From an optimization exercise on the open Yosys and OpenROAD flow, aimed at small area, a short achievable clock period and few clock cycles; shortcuts taken in it are not production practice.
Only simulation tests tie the RTL to the original design; equivalence was not proved.
Power is estimated from default activity; no workload was simulated.

== build 26 ==
Design picoweb_engine, start of the top module:
module picoweb_engine (
    input  wire        clk,
    input  wire        rst,
    input  wire        cmd_valid,
    output wire        cmd_ready,
    input  wire [1:0]  cmd_op,       
    input  wire [7:0]  cmd_type,     
    input  wire [7:0]  cmd_ctx,      
    input  wire [15:0] cmd_len,      
    input  wire [15:0] cmd_addr,     
    input  wire [5:0]  rx_len,       
    output wire [4:0]  rx_addr,
    input  wire [7:0]  rx_data,
    output wire [15:0] pay_addr,
    input  wire [7:0]  pay_data,
    output wire        tx_valid,
    output wire [7:0]  tx_data,
    output wire        ev_valid,
    output wire [1:0]  ev_kind,      
    output wire [7:0]  ev_type,
    output wire [7:0]  ev_ctx,
    output wire [7:0]  ev_data,
    output wire        rsp_valid,
    output wire [2:0]  rsp_status
);
    localparam MARKER = 8'hA5;
    localparam OP_TICK = 2'd0, OP_SUBMIT = 2'd1, OP_REGISTER = 2'd2, OP_PING = 2'd3;
    localparam E_IDLE = 2'd0, E_AWAIT = 2'd1, E_SENDING = 2'd2, E_RECV = 2'd3;
    localparam S_IDLE = 3'd0,    
               S_RD   = 3'd1,    
               S_DEC  = 3'd2,    
               S_PAY  = 3'd3,    
               S_TX   = 3'd4,    
               S_FLS  = 3'd5,    
               S_RSP  = 3'd6;    
    localparam A_NONE = 3'd0, A_NOOP = 3'd1, A_START = 3'd2, A_REJ = 3'd3,
               A_ACK = 3'd4, A_END = 3'd5, A_DATA = 3'd6, A_RESEND = 3'd7;
    reg [2:0]  st;
    reg        rdy;
    reg        rspv;
    reg [1:0]  estate;
    reg [2:0]  q_n;
    reg [7:0]  h_seq;
    reg [2:0]  pp_n;
    reg        last_valid;
    reg        txv;
    reg        evv;
    reg        bodyon;
    reg        flushing;         
    reg        flp;              
    reg        pingld;           
    reg [6:0]  q_type [0:3];
    reg [7:0]  q_ctx  [0:3];
    reg [15:0] q_len  [0:3];
    reg [15:0] q_addr [0:3];
    reg [7:0]  pp [0:3];
    reg [2:0]  d_code;           
    reg [7:0]  d_seq, d_ctx, d_cks;
    reg [7:0]  d_b0;             
    reg [7:0]  txd;
    reg [4:0]  tpos;             
    reg [15:0] paddr;
    reg [4:0]  raddr;
    reg        syn;              
    reg [7:0]  acc;              
    reg [7:0]  f_type, f_seq, f_ctx;
    reg [5:0]  f_len;            
  ...
Size: about 2100 cells after synthesis, roughly 140 I/O pins, roughly 0.020 mm2 of cells after synthesis.
==> flow/config.mk <==
export PLATFORM = sky130hd
export DESIGN_NAME = picoweb_engine
export DESIGN_NICKNAME = picoweb_engine
export VERILOG_FILES = /design/flow/design.v
export SDC_FILE = /design/flow/constraint.sdc
export NUM_CORES = 4
export LEC_CHECK = 0
export CAP_MARGIN = 20
export CORE_MARGIN = 2
export CORE_UTILIZATION = 60
export SLEW_MARGIN = 20
==> flow/constraint.sdc <==
create_clock -name core_clock -period 10.0 [get_ports {clk}]
set_input_delay 2.0000 -clock core_clock [delete_from_list [all_inputs] [get_ports {clk}]]
set_output_delay 2.0000 -clock core_clock [all_outputs]
set_load 0.01 [all_outputs]
standard.sh (not shown) runs the stock make flow with config.mk's settings and CLKGATE_MAP_FILE= SYNTH_SCRIPT=/design/flow/synth_recipe.tcl, a recipe that flattens the netlist after the stock synthesis.
==> flow/flow/run.sh <==
#!/bin/bash
# Standard ORFS layout of the design (the standard.sh, its constraint.sdc
# unchanged), with these changes to how the layout is made:
#  - repair_timing aims for extra setup slack (SETUP_SLACK_MARGIN),
#  - the port buffers are buf_2 cells (repair may resize them),
#  - clock tree synthesis inserts no dummy loads.
set -euo pipefail
export SETUP_SLACK_MARGIN=${MARGIN:-7.0}
export BUFFER_PORTS_ARGS="-buffer_cell sky130_fd_sc_hd__buf_2"
export CTS_ARGS="-sink_clustering_enable -repair_clock_nets -dont_use_dummy_load"
bash standard.sh finish > flow_finish.log 2>&1
Testbench counts of build 26, summed over its fixed seeds: cycles 105,091.
Here is what was changed in the inputs of build 95 compared with build 26.
Settings: CORE_UTILIZATION: 60 -> 40.
--- a/flow/flow/run.sh
+++ b/flow/flow/run.sh
@@ -7,3 +7,3 @@
 set -euo pipefail
-export SETUP_SLACK_MARGIN=${MARGIN:-7.0}
+export SETUP_SLACK_MARGIN=${MARGIN:-6.8}
 export BUFFER_PORTS_ARGS="-buffer_cell sky130_fd_sc_hd__buf_2"
Results
- Each of the runs, namely build 95 and build 26, reached the end of the flow and came out clean.
- Maximum fanout encountered on the critical timing path, build 95 and build 26: higher on build 95
- Compared with build 26, in build 95 wire length went down by 1.1%, area occupied by registers went down by 120 um2, total leakage power went down by 0.00054 uW, wire length on met2 went down by 0.92%.
Inputs modified between build 95 and build 16:
--- a/flow/flow/run.sh
+++ b/flow/flow/run.sh
@@ -7,3 +7,3 @@
 set -euo pipefail
-export SETUP_SLACK_MARGIN=${MARGIN:-6.8}
+export SETUP_SLACK_MARGIN=${MARGIN:-7.0}
 export BUFFER_PORTS_ARGS="-buffer_cell sky130_fd_sc_hd__buf_2"
==> notes.md <==
Build 95 vs build 16, capture point of the worst path: ev_type[0] vs rx_addr[3]
Net switching component of the power ended up about 5% higher on build 16 than on build 95.
On sum of routed wire length over all layers, build 16 does worse than build 95.
Diff build 95 -> build 16 | violation count after the first detailed-route iteration | decrease of about 9%
Build 16 vs. build 95: final cell area excluding filler cells +about 5.4%, portion of the layout cell area used by non-clock buffers increased by 3.2 points relative to the old numbers.

what the ideal ports hide:
How much do the figures lean on ideal ports? The routed layouts below were timed once more, with nothing changed but the port constraints.
Step 1 (the two cells are an assumption about what drives the block):
set clk [get_ports {clk}]
set_driving_cell -lib_cell sky130_fd_sc_hd__clkbuf_16 $clk
set_driving_cell -lib_cell sky130_fd_sc_hd__buf_2 [delete_from_list [all_inputs] $clk]
Step 2 times the ports against the registers' clock, not the clock port: input delays grow and output delays shrink by t, the midpoint of the rising clock arrivals with the driver on.
Three values: ideal, step 1, step 2; two values: the first two.
run	t (ns)	slack for setup (ns)	slew at the worst register clock pin (ns)	worst slew at a driven data input, ns
build 26	0.580	6.923 / 6.866 / 6.439	0.06 / 0.06	0.08
build 95	0.599	6.821 / 6.765 / 6.280	0.06 / 0.06	0.06
build 16	0.616	6.837 / 6.774 / 6.437	0.06 / 0.06	0.06
After both steps setup and hold are still met in every run listed. For build 95, which loses most, drivers alone change the setup slack by -0.056 ns; drivers and shift together by -0.541 ns.
